This design comes from an exercise in tuning for small area on the open sky130 flow, not from production work. Only simulation tests tie the RTL to the original design; equivalence was not proved. Power is estimated from default activity; no workload was simulated.

Setup of lane 1:
Design filter_core, start of the top module:
module filter_core #(
    parameter NMAX = 32
) (
    input  wire        clk,
    input  wire        rst_n,
    input  wire        cmd_valid,
    output wire        cmd_ready,
    input  wire [23:0] cmd_data,
    output wire        rsp_valid,
    input  wire        rsp_ready,
    output wire [31:0] rsp_data,
    output wire        fault_o
);
Size: about 63 I/O pins, ~25,000 sq um of cells after synthesis.
clock: 12.0 ns
lec_check: 0
cap_margin: 20
core_margin: 2
core_utilization: 50
cts_buf_list: sky130_fd_sc_hd__clkbuf_8
cts_cluster_diameter: 60
cts_cluster_size: 16
gpl_timing_driven: 0
slew_margin: 20
standard.sh (not shown) runs the stock make flow with config.mk's settings and CLKGATE_MAP_FILE= SYNTH_SCRIPT=/design/flow/synth_recipe.tcl, a recipe that flattens the netlist after the stock synthesis.
==> flow/flow/run.sh <==
#!/bin/bash
# Own layout flow: the standard layout (standard.sh), except that the
# synthesis maps the combinational logic with an area-oriented ABC script
# (flow/abc_area_map.script) instead of ORFS's delay-oriented one. The
# synthesis is otherwise ORFS's, run through the standard flow's synth_recipe.tcl, so the
# registers and their names are those of the standard synthesis. The port
# buffers that the standard flow inserts are plain buf_1 cells, and clock tree
# synthesis adds no dummy loads.
set -euo pipefail
W=$(pwd)
S=$FLOW_HOME/scripts
mkdir -p "$W/mysynth"
sed -e "s#\$::env(SCRIPTS_DIR)/abc_speed.script#$W/flow/abc_area_map.script#" \
    -e "s#\$::env(SCRIPTS_DIR)/abc_area.script#$W/flow/abc_area_map.script#" \
    "$S/synth_preamble.tcl" > "$W/mysynth/synth_preamble.tcl"
sed -e "s#\$::env(SCRIPTS_DIR)/synth_preamble.tcl#$W/mysynth/synth_preamble.tcl#" \
    "$S/synth.tcl" > "$W/mysynth/synth.tcl"
sed -e "s#\$::env(SCRIPTS_DIR)/synth.tcl#$W/mysynth/synth.tcl#" \
    "$W/synth_recipe.tcl" > "$W/mysynth/synth_recipe.tcl"
sed -E "s#SYNTH_SCRIPT=[^ ]+#SYNTH_SCRIPT=$W/mysynth/synth_recipe.tcl 'BUFFER_PORTS_ARGS=-buffer_cell sky130_fd_sc_hd__buf_1' 'CTS_ARGS=-sink_clustering_enable -repair_clock_nets -sink_clustering_size 16 -sink_clustering_max_diameter 60 -buf_list sky130_fd_sc_hd__clkbuf_8 -dont_use_dummy_load'#" \
    "$W/standard.sh" > "$W/mysynth/standard.sh"
grep -q "abc_area_map.script" "$W/mysynth/synth_preamble.tcl"
grep -q "mysynth/synth_preamble.tcl" "$W/mysynth/synth.tcl"
grep -q "mysynth/synth.tcl" "$W/mysynth/synth_recipe.tcl"
grep -q "mysynth/synth_recipe.tcl 'BUFFER_PORTS_ARGS.*dont_use_dummy_load'" "$W/mysynth/standard.sh"
bash "$W/mysynth/standard.sh" > "$W/flow_make.log" 2>&1
==> flow/flow/abc_area_map.script <==
&get -n
&st
&syn2
&dch -f
&nf -R 1000 -p -C 32 -F 8 -A 4
&st
&syn2
&dch -f
&nf -R 1000 -p -C 32 -F 8 -A 4
&st
&syn2
&dch -f
&nf -R 1000 -p -C 32 -F 8 -A 4
&st
&syn2
&dch -f
&nf -R 1000 -p -C 32 -F 8 -A 4
&put
topo
Modified inputs, lane 2 compared to lane 1
diff --git a/flow/flow/run.sh b/flow/flow/run.sh
--- a/flow/flow/run.sh
+++ b/flow/flow/run.sh
@@ -6,4 +6,3 @@
 # registers and their names are those of the standard synthesis. The port
-# buffers that the standard flow inserts are plain buf_1 cells, and clock tree
-# synthesis adds no dummy loads.
+# buffers that the standard flow inserts are plain buf_1 cells.
 set -euo pipefail
@@ -19,3 +18,3 @@
     "$W/synth_recipe.tcl" > "$W/mysynth/synth_recipe.tcl"
-sed -E "s#SYNTH_SCRIPT=[^ ]+#SYNTH_SCRIPT=$W/mysynth/synth_recipe.tcl 'BUFFER_PORTS_ARGS=-buffer_cell sky130_fd_sc_hd__buf_1' 'CTS_ARGS=-sink_clustering_enable -repair_clock_nets -sink_clustering_size 16 -sink_clustering_max_diameter 60 -buf_list sky130_fd_sc_hd__clkbuf_8 -dont_use_dummy_load'#" \
+sed -E "s#SYNTH_SCRIPT=[^ ]+#SYNTH_SCRIPT=$W/mysynth/synth_recipe.tcl 'BUFFER_PORTS_ARGS=-buffer_cell sky130_fd_sc_hd__buf_1'#" \
     "$W/standard.sh" > "$W/mysynth/standard.sh"
@@ -24,3 +23,3 @@
 grep -q "mysynth/synth.tcl" "$W/mysynth/synth_recipe.tcl"
-grep -q "mysynth/synth_recipe.tcl 'BUFFER_PORTS_ARGS.*dont_use_dummy_load'" "$W/mysynth/standard.sh"
+grep -q "mysynth/synth_recipe.tcl 'BUFFER_PORTS_ARGS" "$W/mysynth/standard.sh"
 bash "$W/mysynth/standard.sh" > "$W/flow_make.log" 2>&1
==> flow/flow/abc_area_map.script <==
&get -n
&st
&syn2
&dch -f
&nf -R 1000 -p
&st
&syn2
&dch -f
&nf -R 1000 -p
&put
topo
diff --git a/flow/config.mk b/flow/config.mk
--- a/flow/config.mk
+++ b/flow/config.mk
@@ -7,5 +7,5 @@
 export LEC_CHECK = 0
-export CAP_MARGIN = 20
+export CAP_MARGIN = 0
 export CORE_MARGIN = 2
-export CORE_UTILIZATION = 50
+export CORE_UTILIZATION = 40
 export CTS_BUF_LIST = sky130_fd_sc_hd__clkbuf_8
@@ -14,2 +14,2 @@
 export GPL_TIMING_DRIVEN = 0
-export SLEW_MARGIN = 20
+export SLEW_MARGIN = 0
==> comparison <==
- The final report for lane 2 shows a completed flow and a layout that fails verification, specifically max-capacitance violations.
- Lane 2 vs lane 1: detailed route wirelength on metal3 down by more than 10%
- Lane 2 gives less maximum resistive drop on vdd than lane 1 did.
- Total routed wire length on the met1 layer, lane 1 and lane 2, lower one = lane 1.
- Going from lane 1 to lane 2, final total power grew by a few percent.
- In the flow results for lane 1 and lane 2, the required time at the endpoint of the critical path is larger on lane 1.
- Relative to lane 1, slew of the pin with the lowest slew margin has increased by 340 ps in lane 2.
- Lane 2 vs. lane 1: effective utilization at floorplan went down by 10 points, wire length has increased, post-synthesis to final-layout area growth rose 1.2 points.
- From lane 1 to lane 2 the numbers moved as follows: fraction of the cycle the final worst path needs lost 5.8 points, sequential element share of the synthesized area lost 0.85 points.
Relative to lane 2, the following input files were edited for lane 3:
==> flow/flow/abc_area_map.script <==
&get -n
&st
&syn2
&dch -f
&nf -R 1000 -p -C 32 -F 8 -A 4
&st
&syn2
&dch -f
&nf -R 1000 -p -C 32 -F 8 -A 4
&st
&syn2
&dch -f
&nf -R 1000 -p -C 32 -F 8 -A 4
&st
&syn2
&dch -f
&nf -R 1000 -p -C 32 -F 8 -A 4
&put
topo
diff --git a/flow/config.mk b/flow/config.mk
--- a/flow/config.mk
+++ b/flow/config.mk
@@ -7,3 +7,3 @@
 export LEC_CHECK = 0
-export CAP_MARGIN = 0
+export CAP_MARGIN = 20
 export CORE_MARGIN = 2
@@ -14,2 +14,2 @@
 export GPL_TIMING_DRIVEN = 0
-export SLEW_MARGIN = 0
+export SLEW_MARGIN = 20
## What came out
On part of the power in combinational logic, lane 3 and lane 2 are neck and neck.
Comparing routed wire length for lane 3 and lane 2, the bigger number came from lane 2.
In the tables for lane 3 and lane 2, number of antenna violations at the first check in global routing reads lower with lane 3.
End-of-flow core utilization: lane 3 vs lane 2, no meaningful difference
Summary across lane 3 and lane 2: the single failing run is lane 2.
Of lane 3 and lane 2, the lower actual transition at the worst max-transition pin belongs to lane 3.
On required arrival time at the worst endpoint: between lane 3 and lane 2, it ends up higher for lane 3.
The inputs of lane 4 differ from those of lane 3 as listed below.
diff --git a/flow/flow/run.sh b/flow/flow/run.sh
--- a/flow/flow/run.sh
+++ b/flow/flow/run.sh
@@ -6,3 +6,4 @@
 # registers and their names are those of the standard synthesis. The port
-# buffers that the standard flow inserts are plain buf_1 cells.
+# buffers that the standard flow inserts are plain buf_1 cells, and clock tree
+# synthesis adds no dummy loads.
 set -euo pipefail
@@ -18,3 +19,3 @@
     "$W/synth_recipe.tcl" > "$W/mysynth/synth_recipe.tcl"
-sed -E "s#SYNTH_SCRIPT=[^ ]+#SYNTH_SCRIPT=$W/mysynth/synth_recipe.tcl 'BUFFER_PORTS_ARGS=-buffer_cell sky130_fd_sc_hd__buf_1'#" \
+sed -E "s#SYNTH_SCRIPT=[^ ]+#SYNTH_SCRIPT=$W/mysynth/synth_recipe.tcl 'BUFFER_PORTS_ARGS=-buffer_cell sky130_fd_sc_hd__buf_1' 'CTS_ARGS=-sink_clustering_enable -repair_clock_nets -sink_clustering_size 18 -sink_clustering_max_diameter 55 -buf_list sky130_fd_sc_hd__clkbuf_8 -sink_clustering_buffer sky130_fd_sc_hd__clkbuf_8 -root_buf sky130_fd_sc_hd__clkbuf_4 -tree_buf sky130_fd_sc_hd__clkbuf_4 -dont_use_dummy_load'#" \
     "$W/standard.sh" > "$W/mysynth/standard.sh"
@@ -23,3 +24,3 @@
 grep -q "mysynth/synth.tcl" "$W/mysynth/synth_recipe.tcl"
-grep -q "mysynth/synth_recipe.tcl 'BUFFER_PORTS_ARGS" "$W/mysynth/standard.sh"
+grep -q "mysynth/synth_recipe.tcl 'BUFFER_PORTS_ARGS.*dont_use_dummy_load'" "$W/mysynth/standard.sh"
 bash "$W/mysynth/standard.sh" > "$W/flow_make.log" 2>&1
diff --git a/flow/config.mk b/flow/config.mk
--- a/flow/config.mk
+++ b/flow/config.mk
@@ -11,5 +11,6 @@
 export CTS_BUF_LIST = sky130_fd_sc_hd__clkbuf_8
-export CTS_CLUSTER_DIAMETER = 60
-export CTS_CLUSTER_SIZE = 16
+export CTS_CLUSTER_DIAMETER = 55
+export CTS_CLUSTER_SIZE = 18
 export GPL_TIMING_DRIVEN = 0
-export SLEW_MARGIN = 20
+export PLACE_DENSITY = 0.8
+export SLEW_MARGIN = 0
## What came out
Re power consumed by the clock network: lane 3 was higher than lane 4.
Lane 4 vs lane 3 on critical path depth: lane 4 is the lower one.
Looking at core utilization, lane 4 sits 0.75 points lower than lane 3 does.
Lane 4 reports its worst-path cell with the longest stage delay as edfxtp_1 while lane 3 reports nor4bb_1.
Of lane 4 and lane 3, lane 3 shows the lower sequential share of layout area, with lane 4 above it.
Relative to lane 3, maximum number of pins on one net before global-route repair increased by 10 in lane 4.
Compared lane 4 vs lane 3, and cell leakage power is down in lane 4.
Looking at lane 4 and lane 3, the number of placed instances, taps included is a wash.
Against lane 3, lane 4 reports a clock transition at the register clock pins on the worst setup and hold paths after CTS that is lower.
Area: lane 4 vs lane 3 -> lane 4 smaller
Compared lane 4 vs lane 3, and arrival time reported for the critical path endpoint is up in lane 4.
The following lists how lane 5 was set up differently from lane 4:
==> flow/flow/run.sh <==
#!/bin/bash
# Own layout flow: the standard layout (standard.sh), except that the
# synthesis maps the combinational logic with an area-oriented ABC script
# (flow/abc_area_map.script) instead of ORFS's delay-oriented one. The
# synthesis is otherwise ORFS's, run through the standard flow's synth_recipe.tcl, so the
# registers and their names are those of the standard synthesis.
set -euo pipefail
W=$(pwd)
S=$FLOW_HOME/scripts
mkdir -p "$W/mysynth"
sed -e "s#\$::env(SCRIPTS_DIR)/abc_speed.script#$W/flow/abc_area_map.script#" \
    -e "s#\$::env(SCRIPTS_DIR)/abc_area.script#$W/flow/abc_area_map.script#" \
    "$S/synth_preamble.tcl" > "$W/mysynth/synth_preamble.tcl"
sed -e "s#\$::env(SCRIPTS_DIR)/synth_preamble.tcl#$W/mysynth/synth_preamble.tcl#" \
    "$S/synth.tcl" > "$W/mysynth/synth.tcl"
sed -e "s#\$::env(SCRIPTS_DIR)/synth.tcl#$W/mysynth/synth.tcl#" \
    "$W/synth_recipe.tcl" > "$W/mysynth/synth_recipe.tcl"
sed -E "s#SYNTH_SCRIPT=[^ ]+#SYNTH_SCRIPT=$W/mysynth/synth_recipe.tcl#" \
    "$W/standard.sh" > "$W/mysynth/standard.sh"
grep -q "abc_area_map.script" "$W/mysynth/synth_preamble.tcl"
grep -q "mysynth/synth_preamble.tcl" "$W/mysynth/synth.tcl"
grep -q "mysynth/synth.tcl" "$W/mysynth/synth_recipe.tcl"
grep -q "mysynth/synth_recipe.tcl" "$W/mysynth/standard.sh"
bash "$W/mysynth/standard.sh" > "$W/flow_make.log" 2>&1
==> flow/flow/abc_area_map.script <==
&get -n
&st
&syn2
&dch -f
&nf -R 1000 -p
&st
&syn2
&dch -f
&nf -R 1000 -p
&put
topo
diff --git a/flow/config.mk b/flow/config.mk
--- a/flow/config.mk
+++ b/flow/config.mk
@@ -10,7 +10,5 @@
 export CORE_UTILIZATION = 40
-export CTS_BUF_LIST = sky130_fd_sc_hd__clkbuf_8
-export CTS_CLUSTER_DIAMETER = 55
-export CTS_CLUSTER_SIZE = 18
-export GPL_TIMING_DRIVEN = 0
-export PLACE_DENSITY = 0.8
-export SLEW_MARGIN = 0
+export CTS_BUF_LIST = sky130_fd_sc_hd__clkbuf_16
+export CTS_CLUSTER_DIAMETER = 80
+export CTS_CLUSTER_SIZE = 30
+export SLEW_MARGIN = 20
==> summary.txt <==
- The critical path depth in lane 5 was lower than what lane 4 gave.
- Compare lane 4 and lane 5 | cell area power density lower: lane 4
- Summary of lane 5 over lane 4: global-route wire length before repair has increased, total die area rose by about 1.3%, number of nets at the end of the flow higher, power rose 0.39 mW.
- Dominant combinational cell family by area after synthesis = compound AO/OA/AOI/OAI gates: lane 4; dominant combinational cell family by area after synthesis = simple AND/OR/NAND/NOR gates: lane 5
- STATUS standard cell core area: lane 5 loses against lane 4
- Number of buffers other than clock buffers in the final layout: lane 4 and lane 5 compared, lower one is lane 4
- Lane 5 vs. lane 4: routed length per placed instance went up by 14%.
- Taking lane 4 as the reference point, the routed wire length of lane 5 rises by about 17%.

-- re-timing with driven ports --
The flow's constraints put no driver on any port. The routed layouts listed below were extracted and timed again, unchanged, in two steps. Step 1 (the two cells are an assumption about what drives the block):
set clk [get_ports {clk}]
set_driving_cell -lib_cell sky130_fd_sc_hd__clkbuf_16 $clk
set_driving_cell -lib_cell sky130_fd_sc_hd__buf_2 [delete_from_list [all_inputs] $clk]
Step 2 adds t to the input delays and takes it off the output delays; t is the mean of the earliest and latest rising clock arrival at the registers after step 1. Input paths then give back, and output paths get back, about the clock's delay inside the block. Three values: ideal, step 1, step 2; two values: the first two.
| run | t (ns) | setup slack, ns | slew at the worst register clock pin (ns) | worst slew at a driven data input, ns | cell pins on the clock port's net |
|---|---|---|---|---|---|
| lane 1 | 0.716 | 0.951 / 0.951 / 0.951 | 0.11 / 0.11 | 0.04 | 1 |
| lane 2 | 0.792 | 1.646 / 1.646 / 1.646 | 0.11 / 0.11 | 0.04 | 1 |
| lane 3 | 0.746 | 0.997 / 0.997 / 0.997 | 0.12 / 0.12 | 0.03 | 1 |
| lane 4 | 0.847 | 1.077 / 1.077 / 1.077 | 0.12 / 0.12 | 0.14 | 1 |
| lane 5 | 0.650 | 2.440 / 2.440 / 2.440 | 0.10 / 0.10 | 0.08 | 1 |
